This design comes from an exercise in tuning for small area, a short achievable clock period and few clock cycles on the open sky130 flow, not from production work. At most, simulation tests tie the RTL to the original design; equivalence was not proved. No activity file was given, so power comes from the tool's default toggle rates.

==> v14 <==
// mbcodec
module mbcodec (
    input  wire        clk,
    input  wire        rst,           
    input  wire        cmd_valid,
    output wire        cmd_ready,
    input  wire [31:0] cmd,
    output reg         rsp_valid,
    output wire [3:0]  rsp_status,
    output wire [31:0] rsp_value,
    output reg         tx_valid,
    output reg  [7:0]  tx_data
);
export LEC_CHECK = 0
export CAP_MARGIN = 20
export CORE_MARGIN = 2
export CORE_UTILIZATION = 40
export CTS_CLUSTER_DIAMETER = 100
export CTS_CLUSTER_SIZE = 28
export SETUP_SLACK_MARGIN = 5
export SLEW_MARGIN = 20
create_clock -name core_clock -period 8.0 [get_ports {clk}]
run.sh (not shown) runs the stock make flow with config.mk's settings and CLKGATE_MAP_FILE= SYNTH_SCRIPT=/design/flow/synth_recipe.tcl, a recipe that flattens the netlist after the stock synthesis.
==> v38: changes against v14 <==
--- a/flow/design.v
+++ b/flow/design.v
@@ -61,16 +61,13 @@
     reg [3:0]  errcls;
     reg [7:0]  excode;
     reg        stray;
     reg        rdy;           
     reg [2:0]  sc;            
     reg        ev;            
-    localparam RB = 3;                   
-    localparam RL = 1 << RB;
-    localparam NR = 248 / RL;            
-    reg [RB-1:0] ph;          
+    reg [1:0]  ph;            
     wire acc = cmd_valid & rdy;
     assign cmd_ready = rdy;
     wire [7:0]  in_opc = cmd[31:24];
     wire [7:0]  in_b   = cmd[7:0];
     wire [15:0] in_s   = cmd[23:8];
     wire in_rn = (cmd[23:0]  == 24'd0);
@@ -88,19 +85,23 @@
     wire in_status = (in_opc == OPC_DEC_STATUS)  && in_rn;
     wire in_seta   = (in_opc == OPC_CFG_SETADDR) && in_rb;
     wire in_geta   = (in_opc == OPC_CFG_GETADDR) && in_rn;
     wire in_ill    = !(in_init | in_cbyte | in_cread | in_ccheck | in_enc | in_xch |
                        in_dbyte | in_abort | in_rdbuf | in_status | in_seta | in_geta);
     wire in_req_ok = (in_s <= 16'h1000) && (in_b >= 8'd1) && (in_b <= 8'h7D);
-    wire [RB-1:0] in_wait = in_b[RB-1:0] + 1'b1 - ph;
-    wire in_txok   = (in_enc || in_xch) && in_req_ok;
+    wire [1:0] in_wait = in_b[1:0] - ph;
+    wire [3:0] n_dstate;
+    wire busy_eff    = ev ? is_busy(n_dstate) : is_busy(dstate);
+    wire in_txbusy = in_xch && busy_eff;
+    wire in_txarg  = (in_enc || in_xch) && !in_txbusy && !in_req_ok;
+    wire in_sent   = (in_enc || in_xch) && !in_txbusy && in_req_ok;
     reg        o_init, o_cbyte, o_cread, o_ccheck, o_dbyte, o_abort,
-               o_rdbuf, o_status, o_seta, o_geta, o_ill, o_txarg,
-               o_enc, o_xch, o_xany;
-    reg [23:0] qh;            
-    reg [7-RB:0] qri;         
+               o_rdbuf, o_status, o_seta, o_geta, o_ill, o_txbusy, o_txarg,
+               o_sent, o_arm;
+    reg [15:0] qh;            
+    reg [5:0]  qri;           
     reg        b_szbad;       
     reg        b_adbad;       
     always @(posedge clk) begin
         if (rdy) begin
             o_init   <= in_init;
             o_cbyte  <= in_cbyte;
@@ -110,30 +111,28 @@
             o_abort  <= in_abort;
             o_rdbuf  <= in_rdbuf;
             o_status <= in_status;
             o_seta   <= in_seta;
             o_geta   <= in_geta;
             o_ill    <= in_ill;
-            o_txarg  <= (in_enc || in_xch) && !in_req_ok;
-            o_enc    <= in_enc && in_req_ok;
-            o_xch    <= in_xch && in_req_ok;
-            o_xany   <= in_xch;
-            qh       <= cmd[23:0];
+            o_txbusy <= in_txbusy;
+            o_txarg  <= in_txarg;
+            o_sent   <= in_sent;
+            o_arm    <= in_sent && in_xch;
+            qh       <= cmd[15:0];
             b_szbad  <= (in_b == 8'd0) || (in_b > 8'hFA);
             b_adbad  <= (in_b == 8'd0) || (in_b > 8'hF7);
         end
         if (rdy && in_rdbuf)
-            qri <= in_b[7:RB];
+            qri <= in_b[7:2];
     end
     wire [7:0] arg_b = qh[7:0];
     wire busy = is_busy(dstate);
     wire rd_fault = (dstate != D_DONE) || (arg_b >= pcnt);
-    wire xbusy    = o_xany && busy;              
-    wire sent     = o_enc || (o_xch && !busy);   
     wire go       = ev && (!o_rdbuf || sc == 3'd0 || rd_fault);
-    wire [8*(NR+1)-1:0] taps;
+    wire [8*63-1:0] taps;
     wire [7:0] rd_byte = taps[qri*8 +: 8];
     reg [15:0] x_crc_acc;
     reg [7:0]  x_devaddr;
     reg [3:0]  x_dstate;
     reg [6:0]  x_expw;
     reg        x_addr_ok, x_f83, x_f03, x_len_ok, x_rclo_ok, x_stray;
@@ -165,28 +164,28 @@
         x_errcls  = errcls;
         x_excode  = excode;
         x_stray   = stray;
         pay_we    = 1'b0;
         x_status  = RS_OK;
         x_value   = 26'd0;
-        if (o_ill)   x_status = RS_ILLEGAL;
-        if (o_txarg) x_status = RS_ARG;
-        if (xbusy)   x_status = RS_BUSY;
+        if (o_ill)    x_status = RS_ILLEGAL;
+        if (o_txbusy) x_status = RS_BUSY;
+        if (o_txarg)  x_status = RS_ARG;
         if (o_init) begin
             x_crc_acc = 16'hFFFF;
             x_value   = 26'h000FFFF;
         end
         if (o_cbyte) begin
             x_crc_acc = acc_upd;
             x_value   = {10'd0, acc_upd};
         end
         if (o_cread)
             x_value = {10'd0, crc_acc};
         if (o_ccheck)
-            x_value = {25'd0, crc_acc == qh[15:0]};
-        if (o_xch && !busy) begin
+            x_value = {25'd0, crc_acc == qh};
+        if (o_arm) begin
             x_expw    = arg_b[6:0];
             x_dcrc    = 16'hFFFF;
             x_pcnt    = 8'd0;
             x_errcls  = E_NONE;
             x_excode  = 8'd0;
             x_stray   = 1'b0;
@@ -290,59 +289,70 @@
             end
         end
         if (o_geta)
             x_value = {18'd0, devaddr};
     end
     reg [2:0]  tx_i;          
+    reg [7:0]  f_shi, f_slo, f_words;
     reg [15:0] tcrc;          
+    reg        tx_q;          
     wire [15:0] tcrc_upd = crc_update(tcrc, tx_data);
     wire        tx_last_rsp = tx_valid && (tx_i == 3'd6);
-    wire        tx_load  = ev && sent;
+    wire        tx_load  = acc && in_sent;
     reg [7:0] tx_next;
     always @* begin
         case (tx_i)
             3'd0:    tx_next = 8'h03;
-            3'd1:    tx_next = qh[23:16];
-            3'd2:    tx_next = qh[15:8];
+            3'd1:    tx_next = f_shi;
+            3'd2:    tx_next = f_slo;
             3'd3:    tx_next = 8'h00;
-            3'd4:    tx_next = qh[7:0];
+            3'd4:    tx_next = f_words;
             3'd5:    tx_next = tcrc_upd[7:0];
             default: tx_next = tcrc[15:8];
         endcase
     end
     always @(posedge clk) begin
         if (rst) begin
             tx_valid <= 1'b0;
             tx_i     <= 3'd0;
-        end else if (tx_load) begin
+            tx_q     <= 1'b0;
+        end else if (tx_q) begin
             tx_valid <= 1'b1;
             tx_i     <= 3'd0;
-        end else if (tx_valid) begin
-            tx_i <= tx_i + 3'd1;
-            if (tx_i == 3'd7) tx_valid <= 1'b0;
+            tx_q     <= 1'b0;
+        end else begin
+            if (tx_load) tx_q <= 1'b1;
+            if (tx_valid) begin
+                tx_i <= tx_i + 3'd1;
+                if (tx_i == 3'd7) tx_valid <= 1'b0;
+            end
         end
     end
     always @(posedge clk) begin
-        if (tx_load)
-            tcrc <= 16'hFFFF;
-        else if (tx_valid && tx_i < 3'd6)
+        if (tx_load) begin
+            f_shi   <= in_s[15:8];
+            f_slo   <= in_s[7:0];
+            f_words <= in_b;
+            tcrc    <= 16'hFFFF;
+        end else if (tx_valid && tx_i < 3'd6)
             tcrc <= tcrc_upd;
-        if (tx_load)
+        if (tx_q)
             tx_data <= devaddr;
         else if (tx_valid)
             tx_data <= tx_next;
     end
     reg [2:0]  rsp_st;
     reg [25:0] rsp_val;
     assign rsp_status = {1'b0, rsp_st};
     assign rsp_value  = {6'd0, rsp_val};
     reg [2:0] sc_next;
     always @* begin
         if (acc)
-            sc_next = in_txok ? 3'd7 : (in_rdbuf ? in_wait : 3'd0);
-        else if (ev && ((o_rdbuf && rd_fault) || xbusy))
+            sc_next = in_sent ? 3'd7 :
+                      (in_rdbuf ? {1'b0, in_wait} : 3'd0);
+        else if (ev && o_rdbuf && rd_fault)
             sc_next = 3'd0;
         else if (sc != 3'd0)
             sc_next = sc - 3'd1;
         else
             sc_next = 3'd0;
     end
@@ -355,13 +365,13 @@
             ev        <= 1'b0;
             rsp_valid <= 1'b0;
         end else begin
             rdy       <= (sc_next == 3'd0);
             sc        <= sc_next;
             ev        <= acc || (ev && !go);
-            rsp_valid <= (go && !sent) || tx_last_rsp;
+            rsp_valid <= (go && !o_sent) || tx_last_rsp;
         end
     end
     always @(posedge clk) begin
         if (rst) begin
             crc_acc <= 16'hFFFF;
             devaddr <= 8'h01;
@@ -391,56 +401,53 @@
             rclo_ok <= x_rclo_ok;
         end
     end
     wire pay_w     = ev && pay_we;
     wire first_pay = pay_w && (pcnt == 8'd0);
     always @(posedge clk) begin
-        if (rst)            ph <= {RB{1'b0}};
-        else if (first_pay) ph <= {RB{1'b0}};
-        else                ph <= ph + 1'b1;
-    end
-    reg [RL-1:0] pv;
-    reg [7:0]    pd [0:RL-1];
-    wire [7:0]    pcm1    = pcnt - 8'd1;
-    reg           wr_en;
-    reg  [7:0]    wr_data;
-    reg  [7-RB:0] wr_ring;
-    always @(posedge clk) begin
-        wr_en   <= pv[ph];
-        wr_data <= pd[ph];
-        wr_ring <= pcm1[7:RB] - {{(7-RB){1'b0}}, (ph > pcm1[RB-1:0])};
-    end
+        if (rst)            ph <= 2'd0;
+        else if (first_pay) ph <= 2'd0;
+        else                ph <= ph + 2'd1;
+    end
+    reg [3:0] pv;
+    reg [7:0] pd [0:3];
+    reg [5:0] pr [0:3];
+    wire       wr_en   = pv[ph];
+    wire [7:0] wr_data = pd[ph];
+    wire [5:0] wr_ring = pr[ph];
     integer j;
     always @(posedge clk) begin
-        for (j = 0; j < RL; j = j + 1) begin
+        for (j = 0; j < 4; j = j + 1) begin
             if (rst)
                 pv[j] <= 1'b0;
-            else if (pay_w && pcnt[RB-1:0] == j)
+            else if (pay_w && pcnt[1:0] == j)
                 pv[j] <= 1'b1;
             else if (ph == j)
                 pv[j] <= 1'b0;
         end
-        if (pay_w)
-            pd[pcnt[RB-1:0]] <= arg_b;
+        if (pay_w) begin
+            pd[pcnt[1:0]] <= arg_b;
+            pr[pcnt[1:0]] <= pcnt[7:2];
+        end
     end
     genvar g;
     generate
-        for (g = 0; g < NR; g = g + 1) begin : ring
-            reg [7:0] s [0:RL-1];
-            integer i;
+        for (g = 0; g < 62; g = g + 1) begin : ring4
+            reg [7:0] s0, s1, s2, s3;
             always @(posedge clk) begin
-                s[0] <= (wr_en && wr_ring == g) ? wr_data : s[RL-1];
-                for (i = 1; i < RL; i = i + 1)
-                    s[i] <= s[i-1];
+                s0 <= (wr_en && wr_ring == g) ? wr_data : s3;
+                s1 <= s0;
+                s2 <= s1;
+                s3 <= s2;
             end
-            assign taps[g*8 +: 8] = s[0];
+            assign taps[g*8 +: 8] = s0;
         end
         begin : ring2
             reg [7:0] s0, s1;
             always @(posedge clk) begin
-                s0 <= (wr_en && wr_ring == NR) ? wr_data : s1;
+                s0 <= (wr_en && wr_ring == 6'd62) ? wr_data : s1;
                 s1 <= s0;
             end
-            assign taps[NR*8 +: 8] = s0;
+            assign taps[62*8 +: 8] = s0;
         end
     endgenerate
 endmodule
- CORE_UTILIZATION: 40 -> 65
- CTS_CLUSTER_DIAMETER: 100 -> unset
- CTS_CLUSTER_SIZE: 28 -> unset
- PLACE_DENSITY: unset -> 0.75
==> v34: changes against v14 <==
- CTS_CLUSTER_DIAMETER: 100 -> 60
- CTS_CLUSTER_SIZE: 28 -> 32
==> v9: changes against v14 <==
--- a/flow/design.v
+++ b/flow/design.v
@@ -88,13 +88,13 @@
     wire in_status = (in_opc == OPC_DEC_STATUS)  && in_rn;
     wire in_seta   = (in_opc == OPC_CFG_SETADDR) && in_rb;
     wire in_geta   = (in_opc == OPC_CFG_GETADDR) && in_rn;
     wire in_ill    = !(in_init | in_cbyte | in_cread | in_ccheck | in_enc | in_xch |
                        in_dbyte | in_abort | in_rdbuf | in_status | in_seta | in_geta);
     wire in_req_ok = (in_s <= 16'h1000) && (in_b >= 8'd1) && (in_b <= 8'h7D);
-    wire [RB-1:0] in_wait = in_b[RB-1:0] + 1'b1 - ph;
+    wire [RB-1:0] in_wait = in_b[RB-1:0] - ph;
     wire in_txok   = (in_enc || in_xch) && in_req_ok;
     reg        o_init, o_cbyte, o_cread, o_ccheck, o_dbyte, o_abort,
                o_rdbuf, o_status, o_seta, o_geta, o_ill, o_txarg,
                o_enc, o_xch, o_xany;
     reg [23:0] qh;            
     reg [7-RB:0] qri;         
@@ -398,20 +398,15 @@
         else if (first_pay) ph <= {RB{1'b0}};
         else                ph <= ph + 1'b1;
     end
     reg [RL-1:0] pv;
     reg [7:0]    pd [0:RL-1];
     wire [7:0]    pcm1    = pcnt - 8'd1;
-    reg           wr_en;
-    reg  [7:0]    wr_data;
-    reg  [7-RB:0] wr_ring;
-    always @(posedge clk) begin
-        wr_en   <= pv[ph];
-        wr_data <= pd[ph];
-        wr_ring <= pcm1[7:RB] - {{(7-RB){1'b0}}, (ph > pcm1[RB-1:0])};
-    end
+    wire          wr_en   = pv[ph];
+    wire [7:0]    wr_data = pd[ph];
+    wire [7-RB:0] wr_ring = pcm1[7:RB] - {{(7-RB){1'b0}}, (ph > pcm1[RB-1:0])};
     integer j;
     always @(posedge clk) begin
         for (j = 0; j < RL; j = j + 1) begin
             if (rst)
                 pv[j] <= 1'b0;
             else if (pay_w && pcnt[RB-1:0] == j)
- CTS_CLUSTER_DIAMETER: 100 -> unset
- CTS_CLUSTER_SIZE: 28 -> unset
==> summary of the runs <==
Fmax, highest first: v34, v14, v9, v38. The lowest total power belongs to v14, the highest to v9. Between v9 and v34, the lower synthesized cell count is in v9 (gap about 1.3%, measured against v34). Between v38 and v9, the lower worst setup slack is in v38 (gap 0.066 ns).
Testbench counts of v14, summed over its fixed seeds: cycles 167,621.
Testbench counts of v34, summed over its fixed seeds: cycles 167,621.
For v38 and v9, only the layout was checked, not whether the RTL still works.

what the ideal ports hide:
The flow's constraints put no driver on any port. The routed layouts listed below were extracted and timed again, unchanged, in two steps. Step 1: set_driving_cell puts a clkbuf_16 on clk and a buf_2 on each other input, an assumption about the parent block. Step 2 moves the port delays by t, midway between the first and last clock arrival at a register: inputs arrive t later, outputs are due t later. That takes back most of the time a late clock gives input paths. Three values: no drivers, after step 1, after step 2; two values: the first two.
| run | t (ns) | slack for setup (ns) | hold WS [ns] | worst setup path after step 2 | slew at the worst register clock pin (ns) |
|---|---|---|---|---|---|
| v14 | 0.774 | 4.934 / 4.937 / 4.202 | 0.309 / 0.309 / 0.309 | input to register | 0.12 / 0.12 |
| v38 | 0.851 | 4.565 / 4.565 / 3.874 | 0.310 / 0.310 / 0.310 | input to register | 0.07 / 0.07 |
| v34 | 0.822 | 4.981 / 4.957 / 4.198 | 0.299 / 0.299 / 0.299 | input to register | 0.11 / 0.11 |
| v9 | 0.863 | 4.631 / 4.631 / 4.229 | 0.300 / 0.300 / 0.300 | input to register | 0.07 / 0.07 |
After both steps setup and hold are still met in every run listed. The setup slack of v34, which loses most, moves by -0.024 ns with the drivers and by -0.783 ns with both steps.
